This design comes from an exercise in tuning for a short achievable clock period and few clock cycles on the open sky130 flow, not from production work.
The RTL was checked by simulation tests, not by an equivalence proof against the original design.

==> 11-19: inputs <==
// c1fc
module c1fc #(
    parameter SHORT_FRAME_PARITY = 0
) (
    input  wire       clk,
    input  wire       rst,           
    input  wire       cmd_valid,
    input  wire [7:0] cmd_data,
    input  wire       cmd_last,
    output wire       cmd_ready,
    output wire       rsp_valid,
    output wire [7:0] rsp_data,
    output wire       rsp_last,
    input  wire       rsp_ready
);
make LEC_CHECK=0 ABC_CLOCK_PERIOD_IN_PS=3000 CAP_MARGIN=20 CORE_MARGIN=2 CORE_UTILIZATION=40 PLACE_DENSITY=0.45 SLEW_MARGIN=20 finish   # period 10.0 ns
run.sh (not shown) runs the stock make flow with config.mk's settings and CLKGATE_MAP_FILE= SYNTH_SCRIPT=/design/flow/synth_recipe.tcl, a recipe that flattens the netlist after the stock synthesis.
==> 04-25: changes against 11-19 <==
--- a/flow/design.v
+++ b/flow/design.v
@@ -452,29 +452,30 @@
     reg         p_v;
     reg         p_vd;           
     reg  [1:0]  p_kind;
     reg         p_first, p_last;
     reg  [8:0]  p_ks;
     reg  [7:0]  p_dat;
     reg  [3:0]  p_n, p_r, p_jp;
-    reg         p_hp, p_cpar;
+    reg         p_hp, p_cpar, p_cs;
     reg  [5:0]  p_off;
     reg  [7:0]  p_acc;
     reg  [2:0]  p_accn;
     reg  [7:0]  p_pb;
     reg  [15:0] p_crc;
     reg         p_crcnz;
     reg         p_bad;
     wire        b_fire;
     wire       first  = !a_busy || a_t1;
     wire [7:0] o      = a_op;
     reg        m, o_c1, o_bit, o_nib, o_word, o_encb, o_decb, o_enc, o_dec, o_cf, o_crcl;
     reg        o_slow, o_d33;
     reg  [1:0] o_nsm1;
     reg  [3:0] o_cn;
+    reg  [1:0] o_spc;           
     wire       h_c1   = (hd[7:4] == 4'h2) && (hd[3:2] != 2'b00);
     wire       h_bit  = (hd[7:1] == 7'h12);
     wire       h_nib  = (hd[7:1] == 7'h13);
     wire       h_word = (hd[7:1] == 7'h15);
     wire       h_encb = (hd[7:1] == 7'h16);
     wire       h_decb = (hd[7:1] == 7'h17);
     wire       in_tail = a_tl;
@@ -514,41 +515,41 @@
     reg [8:0]      ks0;
     always @* begin
         st0[47:0] = lfsr;
         for (j = 0; j < 8; j = j + 1) begin
             ks0[j] = ff(st0[48*j +: 48]);
             st0[48*(j+1) +: 48] = {(^(st0[48*j +: 48] & TAPS)) ^ cin[j], st0[48*j+1 +: 47]};
         end
-        ks0[8] = ff(st0[48*8 +: 48]);
+        ks0[8] = 1'b0;
     end
     reg  [5:0] sl_in;           
     reg  [3:0] a_suboh;         
     reg  [1:0] r_nlast;         
     wire [1:0] cin1 = a_suboh[0] ? cin[1:0] : sl_in[1:0];
     reg [48*3-1:0] st1;
     reg [2:0]      ks1;
     reg            sn0, sn1;
     always @* begin
         ks1[0] = ff(lfsr);
         sn0    = (^(lfsr & TAPS)) ^ cin1[0] ^ ks1[0];
         ks1[1] = sn0 ? ff({1'b1, lfsr[47:1]}) : ff({1'b0, lfsr[47:1]});
         sn1    = (^({1'b0, lfsr[47:1]} & TAPS)) ^ cin1[1] ^ ks1[1];
-        ks1[2] = sn1 ? ff({2'b10, lfsr[47:2]}) : ff({2'b00, lfsr[47:2]});
+        ks1[2] = 1'b0;      
         st1    = {sn1, sn0, lfsr[47:2], sn0, lfsr[47:1], lfsr};
     end
-    wire       last_sub = !slow || (a_sub == r_nsm1);
+    reg        r_lsub;          
+    wire       last_sub = r_lsub;
     wire [1:0] n1      = last_sub ? r_nlast : 2'd2;
     reg [8:0] ksv;
     always @* begin
         ksv = a_ksacc;
         for (i = 0; i < 4; i = i + 1)
             if (a_suboh[i]) begin
                 ksv[2*i]     = ks1[0];
                 ksv[2*i + 1] = ks1[1];
-                ksv[2*i + 2] = ks1[2];
             end
         if (!slow) ksv = ks0;
         if (!cstep) ksv = 9'd0;
     end
     reg  [47:0] st0_sel;
     always @* begin
         st0_sel = 48'd0;
@@ -564,15 +565,15 @@
         if (o_dec) need = 7'd33;
     end
     wire hazard   = produce && bq_v;
     wire nospace  = produce && (o_enc ? !sp_25 : o_dec ? !sp_31 : !sp_56);
     wire finishing = in_tail ? a_t1 : (hl && !tail_starts && last_sub);
     wire hand_ok  = !bq_v || b_fire;
     wire act      = (in_tail || hv) && !hazard && !nospace && !(finishing && !hand_ok);
-    wire sp_ok    = o_enc ? sp_25 : o_dec ? sp_31 : sp_56;
+    wire sp_ok    = !o_spc[0] ? sp_56 : o_spc[1] ? sp_25 : sp_31;
     wire a_step   = cstep && produce && (in_tail || hv) && !bq_v && sp_ok;    
     assign pop    = hv && act && last_sub && (!in_tail || (a_t1 && !hl));
     wire       h_enc  = (hd == 8'h12) || (hd[7:1] == 7'h18);
     wire       h_dec  = (hd == 8'h13) || (hd[7:1] == 7'h19);
     wire       h_crcl = (hd == 8'h16) || (hd == 8'h17);
     wire       mg_ok  = !a_busy && !a_tl && hv1 && !hl && !h_c1 && (!hl1 || hand_ok);
     assign     pop2   = pop && mg_ok;
@@ -611,67 +612,79 @@
         8'h17: begin t_len = 7'd2; t_wn = 4'd2; end
         8'h15: begin t_len = 7'd2; t_wn = 4'd2; end
         8'h12, 8'h13: ;
         8'h30, 8'h31, 8'h32, 8'h33: t_nk = 1'b1;
         default: t_legal = 1'b0;
         endcase
     end
-    wire [8:0]  f_tot   = {1'b0, hd} + {7'd0, b1_cflag, 1'b0};    
-    wire [11:0] f_nb    = f_tot * 9;
-    wire [8:0]  f_nby   = (f_nb + 12'd7) >> 3;
-    wire [15:0] s_nb    = {hd, a_b2};                               
-    wire [16:0] s_len   = 17'd4 + ((s_nb + 17'd7) >> 3);
-    reg         s_mul9;
-    reg  [5:0]  s_n;
-    always @* begin
-        s_mul9 = 1'b0;
-        s_n    = 6'd0;
-        for (q = 1; q <= 32; q = q + 1) begin
-            if (s_nb == 9 * q) begin
-                s_mul9 = 1'b1;
-                s_n    = q;
-            end
-        end
+    reg  [5:0]  c_nt;
+    reg  [11:0] f_nb;
+    reg  [6:0]  f_len;
+    always @(posedge clk) begin
+        f_nb  <= {6'd0, c_nt} * 9;
+        f_len <= 7'd3 + {1'b0, c_nt} + {4'd0, ((c_nt + 6'd7) >> 3)};
     end
+    reg         c_m90, c_m91, c_nlt3;
+    reg  [5:0]  c_n0, c_n1;
+    reg  [4:0]  c_b2hi;
+    reg         c_b2r, c_b2nz, c_b2hinz;
+    reg  [7:0]  c_b2looh;       
+    reg         h_m90, h_m91;
+    reg  [5:0]  h_n0, h_n1;
+    always @* begin
+        h_m90 = 1'b0; h_m91 = 1'b0; h_n0 = 6'd0; h_n1 = 6'd0;
+        for (q = 1; q <= 28; q = q + 1)
+            if (hd == 9 * q) begin h_m90 = 1'b1; h_n0 = q; end
+        for (q = 29; q <= 32; q = q + 1)
+            if (hd == 9 * q - 256) begin h_m91 = 1'b1; h_n1 = q; end
+    end
+    wire [15:0] s_nb    = {hd, a_b2};                               
+    wire [13:0] s_ceil  = {1'b0, hd, c_b2hi} + {13'd0, c_b2r};       
+    wire [16:0] s_len   = 17'd4 + {3'd0, s_ceil};
+    wire        s_mul9  = ((hd == 8'd0) & c_m90) | ((hd == 8'd1) & c_m91);
+    wire [5:0]  s_n     = (hd == 8'd0) ? c_n0 : c_n1;
+    wire        s_nlt3  = (hd == 8'd0) & c_nlt3;
     wire [8:0]  s_nbe   = (s_nb > 16'd288) ? 9'd288 : s_nb[8:0];
     reg        c_legal_n, c_rsv_n, c_rng_n, c_nk_n;
-    reg [16:0] c_exp_n;
+    reg [16:0] c_exp_n, c_expm1_n;
     reg [6:0]  c_len_n;
     reg [3:0]  c_wn_n;
     reg [11:0] c_nb_n;
     always @* begin
         c_legal_n = c_legal; c_rsv_n = c_rsv; c_rng_n = c_rng; c_nk_n = c_nk;
-        c_exp_n = c_exp; c_len_n = c_len; c_wn_n = c_wn; c_nb_n = c_nb;
+        c_exp_n = c_exp; c_expm1_n = c_expm1; c_len_n = c_len; c_wn_n = c_wn; c_nb_n = c_nb;
         if (first) begin
-            c_legal_n = t_legal; c_nk_n = t_nk; c_exp_n = t_exp; c_len_n = t_len; c_wn_n = t_wn;
+            c_legal_n = t_legal; c_nk_n = t_nk; c_exp_n = t_exp; c_expm1_n = t_exp - 17'd1;
+            c_len_n = t_len; c_wn_n = t_wn;
             c_rsv_n = 1'b0; c_rng_n = 1'b0;
         end else if (i_1) begin
             c_rsv_n = ((o == 8'h11) & hd[7]) |
                       (((o == 8'h14) | o_nib) & (hd[7:4] != 4'd0)) |
                       (o_bit & (hd[7:1] != 7'd0)) |
                       ((o_enc | o_dec) & (hd[7:1] != 7'd0)) |
                       ((o == 8'h15) & (hd != 8'd0));
             if (o_crcl) begin
                 c_exp_n = 17'd2 + {9'd0, hd};
+                c_expm1_n = 17'd1 + {9'd0, hd};
                 c_rng_n = (hd > 8'd32) | ((o == 8'h17) & (hd < 8'd2));
             end
         end else if (i_2) begin
             if (o_enc) begin
                 c_exp_n = 17'd3 + {9'd0, hd};
-                c_rng_n = (hd == 8'd0) | (f_tot > 9'd32);
-                c_len_n = 7'd3 + {1'b0, f_nby[5:0]};
+                c_expm1_n = 17'd2 + {9'd0, hd};
+                c_rng_n = (hd == 8'd0) | (hd > (b1_cflag ? 8'd30 : 8'd32));
                 c_wn_n  = 4'd3;
-                c_nb_n  = f_nb;
             end
         end else if (i_3) begin
             if (o_dec || o == 8'h15) begin
                 c_exp_n = s_len;
+                c_expm1_n = 17'd3 + {3'd0, s_ceil};
             end
             if (o_dec) begin
-                c_rng_n = ~s_mul9 | (b1_cflag & (s_n < 6'd3));
+                c_rng_n = ~s_mul9 | (b1_cflag & s_nlt3);
                 c_len_n = 7'd1 + {1'b0, (b1_cflag ? s_n - 6'd2 : s_n)};
             end
             if (o == 8'h15)
                 c_rng_n = (s_nb != 16'd4);
         end
     end
     wire [7:0]  op_n  = first ? hd : a_op;
@@ -683,15 +696,16 @@
     reg  [16:0] c_expm1;        
     wire        sets_exp = (i_1 && o_crcl) || (i_2 && o_enc) || (i_3 && (o_dec || o == 8'h15));
     wire        rng_h   = first ? 1'b0 : sets_exp ? (o_crcl ? (o == 8'h17) : 1'b1) : c_rng;
     wire        lenok_n = in_tail  ? ({1'b0, a_cnt} == c_exp) :
                           first    ? (t_exp == 17'd1) :
                           sets_exp ? ((hd == 8'd0) && (!i_3 || a_b2 == 8'd0)) :
                                      ({1'b0, a_cnt} == c_expm1);
-    wire        ge0   = (hd != 8'd0) || (a_b2[7:3] != 5'd0);        
+    wire        hdnz  = (hd != 8'd0);
+    wire        ge0   = hdnz || c_b2hinz;                            
     wire [3:0]  vb0   = ge0 ? 4'd8 : {1'b0, a_b2[2:0]};
     wire [5:0]  nf0   = ge0 ? s_nbe[8:3] - 6'd1 : 6'd0;
     wire [3:0]  vb1   = a_nfnz ? 4'd8 : {1'b0, a_rem};
     wire [3:0]  r1    = (a_r == 4'd0) ? 4'd8 : a_r - 4'd1;
     wire [3:0]  jp1   = (d_jp == 4'd8) ? 4'd0 : d_jp + 4'd1;
     wire        hp1   = (d_jp != 4'd7) && (a_nfnz || (jp1 < {1'b0, a_rem}));
     wire [3:0]  nd1   = vb1 - {3'd0, hp1};
@@ -708,37 +722,50 @@
     wire       nx_i3to34 = !first && (i_2 || (i_3to34 && !(a_idx == 6'd34)));
     wire       nx_i3to32 = !first && (i_2 || (i_3to32 && !(a_idx == 6'd32)));
     wire       nx_ige4   = !first && (i_3 || i_ge4);
     wire [3:0] nx_vb   = i_3 ? vb0 : w_dec ? vb1 : d_vb;
     wire [3:0] nx_nd   = i_3 ? vb0 : w_dec ? nd1 : d_nd;
     wire       nx_wc1  = nx_c1 && (nx_word ? nx_i1to4 : first);
     wire       nx_wenc = nx_enc && nx_i3to34;
-    wire       nx_wdec = nx_dec && nx_ige4 && (nx_vb != 4'd0);
+    wire       nx_vbnz = i_3 ? (hdnz || c_b2nz) : w_dec ? (a_nfnz || (a_rem != 3'd0)) : (d_vb != 4'd0);
+    wire       nx_wdec = nx_dec && nx_ige4 && nx_vbnz;
+    wire [8:0] oh_i3   = ge0 ? 9'h100 : {1'b0, c_b2looh};
+    wire [8:0] oh_wd   = a_nfnz ? (hp1 ? 9'h080 : 9'h100) : (9'd1 << nd1);
+    wire [8:0] oh_c1   = first ? (h_bit ? 9'h002 : h_nib ? 9'h010 : 9'h100) :
+                                 (o_bit ? 9'h002 : o_nib ? 9'h010 : 9'h100);
+    wire [8:0] nx_cnoh = nx_wenc ? 9'h100 : nx_wc1 ? oh_c1 :
+                         nx_wdec ? (i_3 ? oh_i3 : w_dec ? oh_wd : (9'd1 << d_nd)) : 9'h001;
     wire [3:0] nx_cn   = nx_wenc ? 4'd8 : nx_wc1 ? nx_ocn : nx_wdec ? nx_nd : 4'd0;
     always @(posedge clk) begin
         if (pop) begin
             w_c1    <= nx_wc1;
             w_enc   <= nx_wenc;
             w_dec   <= nx_wdec;
             r_slow  <= (nx_slow && nx_wc1) || (nx_d33 && nx_wdec);
             r_nsm1  <= nx_wdec ? nsm1(nx_nd) : nx_onsm1;
+            r_lsub  <= !((nx_slow && nx_wc1) || (nx_d33 && nx_wdec)) ||
+                       ((nx_wdec ? nsm1(nx_nd) : nx_onsm1) == 2'd0);
             r_nlast <= (nx_cn == 4'd0) ? 2'd0 : nx_cn[0] ? 2'd1 : 2'd2;
             r_ts    <= nx_enc && b1_n[0] && nx_i3to32;
             r_cn    <= nx_cn;
-            r_cnoh  <= 9'd1 << nx_cn;
+            r_cnoh  <= nx_cnoh;
             r_cstep <= nx_wenc ? nx_cf : nx_wc1 ? 1'b1 : nx_wdec ? nx_cf : 1'b0;
+        end else if (act && slow && !last_sub) begin
+            r_lsub  <= (a_sub + 2'd1 == r_nsm1);
         end
         if (act && (tail_starts || (finishing && !(in_tail && pop)))) begin
             w_c1 <= 1'b0; w_enc <= 1'b0; w_dec <= 1'b0; r_slow <= 1'b0; r_ts <= 1'b0;
+            r_lsub <= 1'b1;
             r_cn    <= tail_starts ? 4'd8 : 4'd0;
             r_cnoh  <= tail_starts ? 9'h100 : 9'h001;
             r_cstep <= tail_starts && o_cf;
         end
         if (rst) begin
             w_c1 <= 1'b0; w_enc <= 1'b0; w_dec <= 1'b0; r_slow <= 1'b0; r_ts <= 1'b0;
+            r_lsub <= 1'b1;
             r_cn <= 4'd0; r_cnoh <= 9'h001; r_cstep <= 1'b0;
         end
     end
     always @(posedge clk) begin
         if (b_fire) bq_v <= 1'b0;
         p_v <= 1'b0;
         p_vd <= 1'b0;
@@ -751,15 +778,15 @@
             end else begin
                 a_sub   <= 2'd0;
                 a_suboh <= 4'd1;
             end
             if (a_step) a_stp <= 1'b1;
             if (pop) begin
                 c_legal <= c_legal_n; c_rsv <= c_rsv_n; c_rng <= c_rng_n; c_nk <= c_nk_n;
-                c_exp <= c_exp_n; c_expm1 <= c_exp_n - 17'd1; c_len <= c_len_n; c_wn <= c_wn_n; c_nb <= c_nb_n;
+                c_exp <= c_exp_n; c_expm1 <= c_expm1_n; c_len <= c_len_n; c_wn <= c_wn_n; c_nb <= c_nb_n;
                 a_cnt <= cnt_n;
                 i_1 <= first; i_2 <= !first && i_1; i_3 <= !first && i_2;
                 i_1to4  <= first || (i_1to4 && !(a_idx == 6'd4));
                 i_3to34 <= !first && (i_2 || (i_3to34 && !(a_idx == 6'd34)));
                 i_3to32 <= !first && (i_2 || (i_3to32 && !(a_idx == 6'd32)));
                 i_ge4   <= !first && (i_3 || i_ge4);
                 if (first) begin
@@ -772,25 +799,39 @@
                     o_word <= h_word;
                     o_encb <= h_encb;
                     o_decb <= h_decb;
                     o_enc  <= (hd == 8'h12) || (hd[7:1] == 7'h18);
                     o_dec  <= (hd == 8'h13) || (hd[7:1] == 7'h19);
                     o_cf   <= (hd[7:4] == 4'h3);
                     o_crcl <= (hd == 8'h16) || (hd == 8'h17);
+                    o_spc  <= {h_enc && !h_dec, h_enc || h_dec};
                     o_slow <= h_c1 && !h_encb && hd[0];
                     o_d33  <= (hd == 8'h33);
                     o_nsm1 <= h_bit ? 2'd0 : h_nib ? 2'd1 : 2'd3;
                     o_cn   <= h_bit ? 4'd1 : h_nib ? 4'd4 : 4'd8;
                     a_idx  <= 6'd1;
                     a_crc  <= CRC_INIT;
                     a_pf   <= 1'b1;
                 end else begin
                     if (a_idx != 6'd63) a_idx <= a_idx + 6'd1;
                     a_b1   <= b1_n;
-                    if (i_2) a_b2 <= hd;
+                    if (i_2) begin
+                        a_b2   <= hd;
+                        c_nt   <= hd[5:0] + {4'd0, b1_cflag, 1'b0};
+                        c_m90  <= h_m90;
+                        c_m91  <= h_m91;
+                        c_n0   <= h_n0;
+                        c_n1   <= h_n1;
+                        c_nlt3 <= (hd == 8'd9) || (hd == 8'd18);
+                        c_b2hi <= hd[7:3];
+                        c_b2r  <= (hd[2:0] != 3'd0);
+                        c_b2nz   <= (hd != 8'd0);
+                        c_b2hinz <= (hd[7:3] != 5'd0);
+                        c_b2looh <= 8'd1 << hd[2:0];
+                    end
                     if (i_3) a_b3 <= hd;
                     a_b4   <= b4_n;
                     a_kreg <= key_n;
                     a_crc  <= crc_n;
                     if (i_3) begin
                         a_nf   <= nf0;
                         a_rem  <= ge0 ? s_nbe[2:0] : 3'd0;
@@ -834,30 +875,55 @@
                 p_ks    <= ksv;
                 p_dat   <= w_dec ? dcmp : tbyte;
                 p_n     <= cn;
                 p_r     <= a_r;
                 p_jp    <= d_jp;
                 p_hp    <= d_hp;
                 p_cpar  <= cpar;
+                p_cs    <= cstep;
             end
             if (pop2) begin
                 a_cnt   <= 16'd2;
                 a_idx   <= 6'd2;
                 i_1 <= 1'b0; i_2 <= 1'b1; i_3 <= 1'b0; i_1to4 <= 1'b1;
                 i_3to34 <= 1'b0; i_3to32 <= 1'b0; i_ge4 <= 1'b0;
                 a_b1    <= hd1;
                 a_kreg  <= {hd1, a_kreg[47:8]};
                 c_rsv   <= m_rsv;
                 c_exp   <= m_exp;
-                c_expm1 <= m_exp - 17'd1;
+                c_expm1 <= h_crcl ? 17'd1 + {9'd0, hd1} : t_exp - 17'd1;
                 c_rng   <= m_rng;
             end
             if (finishing2) begin
                 a_busy   <= 1'b0;
                 bq_v     <= 1'b1;
+            end
+            if (finishing) begin
+                a_busy   <= in_tail && pop;
+                a_tl     <= 1'b0;
+                a_t1     <= 1'b0;
+                a_stp    <= 1'b0;
+                bq_v     <= 1'b1;
+            end
+        end
+        if (rst) begin
+            a_busy <= 1'b0;
+            a_tl   <= 1'b0;
+            a_t1   <= 1'b0;
+            a_sub  <= 2'd0;
+            a_suboh <= 4'd1;
+            a_stp  <= 1'b0;
+            bq_v   <= 1'b0;
+            p_v    <= 1'b0;
+            p_vd   <= 1'b0;
+        end
+    end
+    always @(posedge clk) begin
+        if (hand_ok) begin
+            if (mg_ok) begin
                 bq_op    <= hd;
                 bq_brst  <= 1'b0;
                 bq_disc  <= 1'b0;
                 bq_load  <= (hd == 8'h21);
                 bq_cfdec <= (hd[7:1] == 7'h19);
                 bq_isdec <= h_dec;
                 bq_isnh  <= (hd == 8'h40);
@@ -870,21 +936,15 @@
                 bq_lenok <= m_lenok;
                 bq_rsv   <= m_rsv;
                 bq_rng   <= m_rngh;
                 bq_nk    <= t_nk;
                 bq_len   <= t_len;
                 bq_wn    <= t_wn;
                 bq_nb    <= c_nb;
-            end
-            if (finishing) begin
-                a_busy   <= in_tail && pop;
-                a_tl     <= 1'b0;
-                a_t1     <= 1'b0;
-                a_stp    <= 1'b0;
-                bq_v     <= 1'b1;
+            end else begin
                 bq_op    <= in_tail ? a_op : op_n;
                 bq_brst  <= first && !in_tail && (hd == 8'h03);
                 bq_disc  <= first && !in_tail && (hd == 8'h20);
                 bq_load  <= !first && (a_op == 8'h21);
                 bq_cfdec <= !first && (a_op[7:1] == 7'h19);
                 bq_isdec <= (first && !in_tail) ? 1'b0 : o_dec;
                 bq_isnh  <= (first && !in_tail) ? 1'b0 : (a_op == 8'h40);
@@ -894,31 +954,23 @@
                 bq_crc   <= crc_n;
                 bq_legal <= in_tail ? c_legal : c_legal_n;
                 bq_pre   <= (in_tail ? (c_legal & ~c_rsv & ~c_rng) : (c_legal_n & ~c_rsv_n & ~rng_h)) & lenok_n;
                 bq_lenok <= lenok_n;
                 bq_rsv   <= in_tail ? c_rsv : c_rsv_n;
                 bq_rng   <= in_tail ? c_rng : rng_h;
                 bq_nk    <= in_tail ? c_nk : c_nk_n;
-                bq_len   <= (first && !in_tail) ? t_len : c_len;
+                bq_len   <= (first && !in_tail) ? t_len :
+                            o_enc ? ((i_3 && c_nt == 6'd1) ? 7'd5 : f_len) :
+                            in_tail ? c_len : c_len_n;
                 bq_wn    <= (first && !in_tail) ? t_wn : c_wn;
-                bq_nb    <= c_nb;
+                bq_nb    <= (i_3 && c_nt == 6'd1) ? 12'd9 : f_nb;
             end
         end
-        if (rst) begin
-            a_busy <= 1'b0;
-            a_tl   <= 1'b0;
-            a_t1   <= 1'b0;
-            a_sub  <= 2'd0;
-            a_suboh <= 4'd1;
-            a_stp  <= 1'b0;
-            bq_v   <= 1'b0;
-            p_v    <= 1'b0;
-            p_vd   <= 1'b0;
-        end
     end
+    wire pk = ff(lfsr);         
     reg  [5:0]  pc_off;
     reg  [7:0]  pc_acc, pc_pb;
     reg  [2:0]  pc_accn;
     reg  [15:0] pc_crc;
     reg         pc_bad;
     reg         pw0, pw1;
     reg  [7:0]  pd0, pd1;
@@ -953,15 +1005,15 @@
             end
             PK_KS2: begin
                 pw0 = 1'b1; pw1 = 1'b1;
                 pd0 = p_dat ^ p_ks[7:0];
                 pd1 = p_ks[7:0];
             end
             PK_ENC: begin
-                u9   = {(~^p_dat) ^ p_ks[8], p_dat ^ p_ks[7:0]};
+                u9   = {(~^p_dat) ^ (p_cs & pk), p_dat ^ p_ks[7:0]};
                 comb = {8'd0, pc_acc} | ({7'd0, u9} << pc_accn);
                 pw0  = 1'b1;
                 pd0  = comb[7:0];
                 if (pc_accn == 3'd7 || p_last) begin
                     pw1    = 1'b1;
                     pd1    = comb[15:8];
                     pn_off = pc_off + 6'd2;
@@ -974,15 +1026,15 @@
             end
             PK_DEC: begin
                 plain  = p_dat ^ p_ks[7:0];
                 pshift = plain << p_r;
                 for (i = 0; i < 8; i = i + 1)
                     fbyte[i] = (i < p_r) ? pc_pb[i] : pshift[i];
                 if (p_hp) begin
-                    pexp   = p_cpar ^ p_ks[p_jp];
+                    pexp   = p_cpar ^ ((p_jp == p_n) ? (p_cs & pk) : p_ks[p_jp]);
                     pw0    = 1'b1;
                     pd0    = fbyte;
                     pn_off = pc_off + 6'd1;
                     pn_crc = crc8(pc_crc, fbyte);
                     pn_bad = pc_bad | (pexp != ~^fbyte);
                     pn_pb  = plain >> p_jp;
                 end else begin
@@ -1033,15 +1085,14 @@
                             (bq_nk & ~keyed) ? ST_NOTKEYED :
                                          ST_OK;
     wire chk_ok  = bq_pre & ~(bq_nk & ~keyed);
     wire dec_bad = is_dec & p_bad;
     wire dec_crc = is_dec & cflag & p_crcnz;
     wire [2:0] fin_status = !chk_ok ? chk_status : dec_bad ? ST_PARITY : dec_crc ? ST_CRC : ST_OK;
     wire fin_ok = chk_ok & ~dec_bad & ~dec_crc;
-    wire pk = ff(lfsr);
     reg  [55:0] bpay;
     always @* begin
         bpay = 56'd0;
         if (is_status) bpay = {clkcnt, 5'd0, lastst, 2'd0, errsticky, 7'd0, keyed};
         if (is_par)    bpay[7:0]  = {7'd0, ~^b1};
         if (is_short)  bpay[23:0] = {1'b0, b1[6:0], 8'd0, 8'd7};
         if (is_enc4)   bpay[23:0] = {4'd0, b1[3:0], 8'd0, 8'd4};
PLACE_DENSITY = unset   (was 0.45)
SETUP_SLACK_MARGIN = 5   (was unset)
==> 01-01: changes against 11-19 <==
--- a/flow/design.v
+++ b/flow/design.v
@@ -1052,15 +1052,15 @@
         if (is_peek)   bpay[7:0]  = {7'd0, pk};
         if (is_rdst)   bpay[47:0] = lfsr;
         if (op == 8'h12 || op[7:1] == 7'h18) bpay[15:0] = {4'd0, bq_nb};
     end
     wire [63:0] bvec = {bpay, 5'd0, fin_status};
     wire [3:0]  bwn  = fin_ok ? bq_wn : 4'd1;
     wire [6:0]  blen = fin_ok ? bq_len : 7'd1;
-    assign b_fire = bq_v && !(is_dec && p_vd) && sp_56 && !b2_blk;
+    assign b_fire = bq_v && !(is_dec && p_vd) && sp_56 && !(b2_v && (b2_nh || b2_two));
     wire [6:0] u_hold = wbase - o_rd;
     wire [6:0] u_ok   = wbase + bq_len - o_rd;
     wire [6:0] u_fail = wbase + 7'd1 - o_rd;
     wire [6:0] u_nx   = !b_fire ? u_hold : fin_ok ? u_ok : u_fail;
     always @(posedge clk) begin
         if (rst) begin
             sp_25 <= 1'b1; sp_31 <= 1'b1; sp_56 <= 1'b1;
@@ -1072,15 +1072,14 @@
     end
     wire [286:0] nhs;
     c1_nhseq u_nhseq (.y(bq_key[47:16]), .s(nhs));
     reg  [46:0] nh_win;
     reg  [3:0]  nh_fine;
     wire [31:0] nh_out = nh_win[nh_fine +: 32];
     reg         b2_v, b2_nh, b2_first;
-    reg         b2_blk;         
     reg  [7:0]  b2_lane;
     reg  [63:0] b2_oh;
     reg  [63:0] b2_vec;
     reg  [6:0]  b2_cmt;
     wire        b2_two  = (b2_lane[7:4] != 4'd0);
     wire [3:0]  bw_lane = (b2_v && !b2_nh) ? b2_lane[3:0] : 4'd0;
     wire [63:0] bw_oh   = b2_oh;
@@ -1095,15 +1094,14 @@
     reg  [63:0] wb_okoh;
     always @* begin
         wb_okoh = 64'd0;
         wb_okoh[wb_ok[5:0]] = 1'b1;
     end
     always @(posedge clk) begin
         b2_v <= b_fire || (b2_v && (b2_nh || b2_two));
-        b2_blk <= b_fire ? ((fin_ok && is_nh) || b_lanes[4]) : (b2_v && b2_nh);
         if (b2_v && b2_nh) begin
             b2_nh  <= 1'b0;
             b2_vec <= {24'd0, nh_out, 8'd0};
         end else if (b2_v && b2_two) begin
             b2_oh    <= rotl(b2_oh, 4);
             b2_vec   <= b2_vec >> 32;
             b2_lane  <= b2_lane >> 4;
@@ -1161,15 +1159,14 @@
             crcacc    <= CRC_INIT;
             errsticky <= 6'd0;
             lastst    <= ST_OK;
             wbase     <= 7'd0;
             wb_oh     <= 64'd1;
             cmt       <= 7'd0;
             b2_v      <= 1'b0;
-            b2_blk    <= 1'b0;
             cinc      <= 4'd0;
         end
     end
     reg [47:0] lfsr_b;
     reg [31:0] cnt_b;
     always @* begin
         lfsr_b = lfsr; cnt_b = clkcnt + {28'd0, cinc};
PLACE_DENSITY = unset   (was 0.45)
==> summary of the runs <==
Against 01-01, the wire length of 11-19 is higher by 13%.
01-01 produced a clean layout. 04-25 ran to the end with no violations. 11-19 passed the timing, DRC and antenna checks.
Between 11-19 and 01-01, the lower sequential share of layout area is in 11-19 (gap 0.24 points).
Utilization: 04-25 < 01-01 < 11-19.
Of 01-01 and 04-25, 01-01 has the higher count of clock-buffer cells in the layout (gap 5).
Of 11-19 and 04-25, 11-19 has the higher via count (gap 1.5%, measured against 04-25).
Testbench counts of 11-19, summed over its fixed seeds: cycles 20,595.
Testbench counts of 04-25, summed over its fixed seeds: cycles 20,595.
Testbench counts of 01-01, summed over its fixed seeds: cycles 20,595.

[afterwards: timing with drivers on the ports]
The flow's constraints put no driver on any port. The routed layouts listed below were extracted and timed again, unchanged, in two steps.
Step 1 sets driving cells, clkbuf_16 on the clock port and buf_2 on the other inputs (assumed; they add their load-dependent delay and slew).
Step 2 also shifts input and output timing later by t, the mid clock arrival at the registers, as if the neighbouring blocks saw the same clock.
a / b / c = no drivers / after step 1 / after step 2; a / b = the first two.
| run | shift t [ns] | setup slack, ns | latest minus earliest clock arrival (ns) | worst register clock-pin slew, ns | pins driven straight from the clock port |
|---|---|---|---|---|---|
| 11-19 | 1.028 | 4.451 / 4.451 / 4.451 | 0.085 / 0.085 | 0.08 / 0.08 | 1 |
| 04-25 | 1.061 | 5.217 / 5.217 / 5.097 | 0.094 / 0.094 | 0.07 / 0.07 | 1 |
| 01-01 | 1.027 | 4.788 / 4.788 / 4.788 | 0.078 / 0.078 | 0.08 / 0.08 | 1 |
After both steps every run listed still meets setup and hold. The setup slack of 04-25, which loses most, moves by 0.000 ns with the drivers and by -0.120 ns with both steps.
